Background: an optimization exercise with open tools, aiming at small area, a short achievable clock period and few clock cycles per item. Do not read the settings as production practice.
Only simulation tests tie the RTL to the original design; equivalence was not proved.

xenon:
## nasccl_schedgen
module nasccl_schedgen (
    input  wire         clk,
    input  wire         rst,
    input  wire         start,
    input  wire [13:0]  table_count,
    input  wire [10:0]  seed_len,
    output wire         idle,
    input  wire         seed_valid,
    input  wire [7:0]   seed_data,
    output wire         seed_ready,
    output reg          out_valid,
    output wire [255:0] out_data,
    input  wire         out_ready
);
Size in the first run: ~300 I/O pins, ~110,000 um^2 of cells after synthesis.
==> flow/config.mk <==
export PLATFORM = sky130hd
export DESIGN_NAME = nasccl_schedgen
export DESIGN_NICKNAME = nasccl_schedgen
export VERILOG_FILES = /design/flow/design.v
export SDC_FILE = /design/flow/constraint.sdc
export NUM_CORES = 8
export LEC_CHECK = 0
export ABC_AREA = 1
export CAP_MARGIN = 20
export CORE_MARGIN = 2
export CORE_UTILIZATION = 40
export CTS_CLUSTER_DIAMETER = 60
export CTS_CLUSTER_SIZE = 25
export SETUP_SLACK_MARGIN = 5
export SLEW_MARGIN = 20
==> flow/constraint.sdc <==
create_clock -name core_clock -period 10.0 [get_ports {clk}]
set_input_delay 2.0000 -clock core_clock [delete_from_list [all_inputs] [get_ports {clk}]]
set_output_delay 2.0000 -clock core_clock [all_outputs]
set_load 0.01 [all_outputs]
standard.sh (not shown) runs the stock make flow with config.mk's settings and CLKGATE_MAP_FILE= SYNTH_SCRIPT=/design/flow/synth_recipe.tcl, a recipe that flattens the netlist after the stock synthesis.
==> flow/flow/run.sh <==
#!/bin/bash
# Layout flow: the standard flow (standard.sh) with two changes:
#  - synthesis: the final ABC technology mapping uses flow/abc.script (the ORFS
#    area script with a 3000 ps delay target for "map"). Registers, flattening
#    and renaming are those of the standard synthesis.
#  - placement: every input and output port still gets a buffer, but a
#    sky130_fd_sc_hd__buf_1 (BUFFER_PORTS_ARGS) instead of the default pick.
#  - clock tree: the standard CTS arguments (clock net repair, sink
#    clustering of at most 28 sinks within 70 um) plus -dont_use_dummy_load.
#  - after synthesis, flow/pushinv.py chooses the polarity of each full-adder
#    cell (a full adder is self-dual) and whether each xor/xnor cell is an xor
#    or an xnor, so that fewer inverters are needed around them; the netlist
#    computes the same function, with the same registers, ports and names.
# Every other step is the standard one. Tool output goes to flow_standard.log
# and the ORFS logs under orfs/logs.
set -euo pipefail
W=$(pwd)

# ORFS synth.tcl, with the ABC arguments pointing at our script
sed "s|^source \$::env(SCRIPTS_DIR)/synth_preamble.tcl\$|&\nset abc_args [list -script $W/flow/abc.script {*}\$lib_args {*}\$lib_dont_use_args -constr \$::env(OBJECTS_DIR)/abc.constr]|" \
    "$FLOW_HOME/scripts/synth.tcl" > "$W/flow_synth.tcl"
grep -q "flow/abc.script" "$W/flow_synth.tcl"

# The standard flow's synthesis wrapper, sourcing the script above
sed "s|source \$::env(SCRIPTS_DIR)/synth.tcl|source $W/flow_synth.tcl|" "$W/synth_recipe.tcl" > "$W/flow_synth_recipe.tcl"
grep -q "flow_synth.tcl" "$W/flow_synth_recipe.tcl"

# standard.sh, using that wrapper and the port buffer cell
sed -e "s|SYNTH_SCRIPT=$W/synth_recipe.tcl|SYNTH_SCRIPT=$W/flow_synth_recipe.tcl|" \
    -e "s|\"\${@:-finish}\"|\"BUFFER_PORTS_ARGS=-buffer_cell sky130_fd_sc_hd__buf_1\" \"CTS_ARGS=-sink_clustering_enable -repair_clock_nets -sink_clustering_size 28 -sink_clustering_max_diameter 70 -dont_use_dummy_load\" &|" \
    "$W/standard.sh" > "$W/flow_standard.sh"
grep -q "flow_synth_recipe.tcl" "$W/flow_standard.sh"
grep -q "BUFFER_PORTS_ARGS" "$W/flow_standard.sh"
grep -q "dont_use_dummy_load" "$W/flow_standard.sh"

RV="$W/orfs/results/sky130hd/nasccl_schedgen/base/1_2_yosys.v"
bash "$W/flow_standard.sh" "$RV" > "$W/flow_synth.log" 2>&1
cp "$RV" "$RV.synth"
python3 "$W/flow/pushinv.py" "$RV.synth" "$RV" > "$W/flow_pushinv.log" 2>&1
touch -r "$RV.synth" "$RV"
bash "$W/flow_standard.sh" > "$W/flow_standard.log" 2>&1
test -f "$W/out/final.def"
Other scripts of this flow, unchanged in this note and not shown: flow/flow/abc.script, flow/flow/pushinv.py
xenon finished every step from synthesis to the final layout, and the layout passed the timing, DRC and antenna checks.
Testbench counts of xenon, summed over its fixed seeds: cycles 57,258, items 712.
--- input diff xenon..ember ---
==> flow/flow/run.sh <==
#!/bin/bash
set -euo pipefail
W=$(pwd)

# ORFS synth.tcl, with the ABC arguments pointing at our script
sed "s|^source \$::env(SCRIPTS_DIR)/synth_preamble.tcl\$|&\nset abc_args [list -script $W/flow/abc.script {*}\$lib_args {*}\$lib_dont_use_args -constr \$::env(OBJECTS_DIR)/abc.constr]|" \
    "$FLOW_HOME/scripts/synth.tcl" > "$W/flow_synth.tcl"
grep -q "flow/abc.script" "$W/flow_synth.tcl"

# The standard flow's synthesis wrapper, sourcing the script above
sed "s|source \$::env(SCRIPTS_DIR)/synth.tcl|source $W/flow_synth.tcl|" "$W/synth_recipe.tcl" > "$W/flow_synth_recipe.tcl"
grep -q "flow_synth.tcl" "$W/flow_synth_recipe.tcl"

# standard.sh, using that wrapper and the port buffer cell
sed -e "s|SYNTH_SCRIPT=$W/synth_recipe.tcl|SYNTH_SCRIPT=$W/flow_synth_recipe.tcl|" \
    -e "s|\"\${@:-finish}\"|\"BUFFER_PORTS_ARGS=-buffer_cell sky130_fd_sc_hd__buf_1\" \"CTS_ARGS=-sink_clustering_enable -repair_clock_nets -sink_clustering_size 25 -sink_clustering_max_diameter 60 -dont_use_dummy_load\" &|" \
    "$W/standard.sh" > "$W/flow_standard.sh"
grep -q "flow_synth_recipe.tcl" "$W/flow_standard.sh"
grep -q "BUFFER_PORTS_ARGS" "$W/flow_standard.sh"
grep -q "dont_use_dummy_load" "$W/flow_standard.sh"

RV="$W/orfs/results/sky130hd/nasccl_schedgen/base/1_2_yosys.v"
bash "$W/flow_standard.sh" "$RV" > "$W/flow_synth.log" 2>&1
cp "$RV" "$RV.synth"
python3 "$W/flow/pushinv.py" "$RV.synth" "$RV" > "$W/flow_pushinv.log" 2>&1
touch -r "$RV.synth" "$RV"
bash "$W/flow_standard.sh" > "$W/flow_standard.log" 2>&1
test -f "$W/out/final.def"
--- outcome ---
- On required time reported for the critical path endpoint, the higher figure sits with ember, not xenon.
- Compared with xenon, in ember wire length of the first global-routing pass roughly the same; global-route total usage across every layer roughly the same; actual transition at the worst max-transition pin lower; portion of the clock cycle consumed by the worst path in the final layout roughly the same.
- ember vs. xenon: final wirelength flat; worst path setup slack after routing lower; time the final worst path needs with I/O delays and setup now larger; total vias in the final route now sits at about the same level.
Modified inputs, fjord compared to ember
--- a/flow/flow/run.sh
+++ b/flow/flow/run.sh
@@ -15,2 +15,3 @@
 sed -e "s|SYNTH_SCRIPT=$W/synth_recipe.tcl|SYNTH_SCRIPT=$W/flow_synth_recipe.tcl|" \
+    -e "s| SETUP_SLACK_MARGIN=5 | SETUP_SLACK_MARGIN=5.15 |" \
     -e "s|\"\${@:-finish}\"|\"BUFFER_PORTS_ARGS=-buffer_cell sky130_fd_sc_hd__buf_1\" \"CTS_ARGS=-sink_clustering_enable -repair_clock_nets -sink_clustering_size 25 -sink_clustering_max_diameter 60 -dont_use_dummy_load\" &|" \
@@ -20,2 +21,3 @@
 grep -q "dont_use_dummy_load" "$W/flow_standard.sh"
+grep -q " SETUP_SLACK_MARGIN=5.15 " "$W/flow_standard.sh"
 
### Flow results
- fjord ended with every stage complete and zero timing, DRC or antenna violations.
- Measured against each other, fjord and ember differ in area added between synthesis and finish, the higher figure coming from fjord.
- For the fraction of final layout cells with drive strength greater than 1, fjord came in 2.4 points higher than ember did.
- fjord vs. ember: vertical die dimension shows no meaningful change; global-route usage has increased; violation count after the first detailed-routing iteration went down 70; utilization shows an increase of 0.74 points.
- Cmp fjord vs ember: multi-input logic area higher in fjord
The inputs of raven differ from those of fjord as listed below.
- PLACE_DENSITY: unset -> 0.75
==> run notes <==
In terms of instance area after placement, fjord and raven differ only marginally. When raven is measured against fjord, its number of antenna cells inserted turns out 8 higher. raven against fjord: worst reg-to-reg path cell count fell by 2.

==> static timing again, ports no longer ideal <==
The flow's constraints put no driver on any port. The routed layouts listed below were extracted and timed again, unchanged, in two steps. Step 1, drivers: a clkbuf_16 drives clk and a buf_2 each remaining input, both assumed. Step 2 adds t to the input delays and takes it off the output delays; t is the mean of the earliest and latest rising clock arrival at the registers after step 1. Input paths then give back, and output paths get back, about the clock's delay inside the block. Slacks: no drivers / after step 1 / after step 2; pairs: no drivers / after step 1.
| run | shift t [ns] | setup slack, ns | worst setup path at the end | worst slew at a driven data input, ns |
|---|---|---|---|---|
| xenon | 0.939 | 4.919 / 4.919 / 4.295 | input to register | 0.04 |
| ember | 0.982 | 4.910 / 4.910 / 4.286 | input to register | 0.04 |
| fjord | 0.992 | 4.981 / 4.981 / 4.373 | input to register | 0.04 |
| raven | 0.955 | 4.946 / 4.946 / 4.433 | input to register | 0.04 |
After both steps every run listed still meets setup and hold.
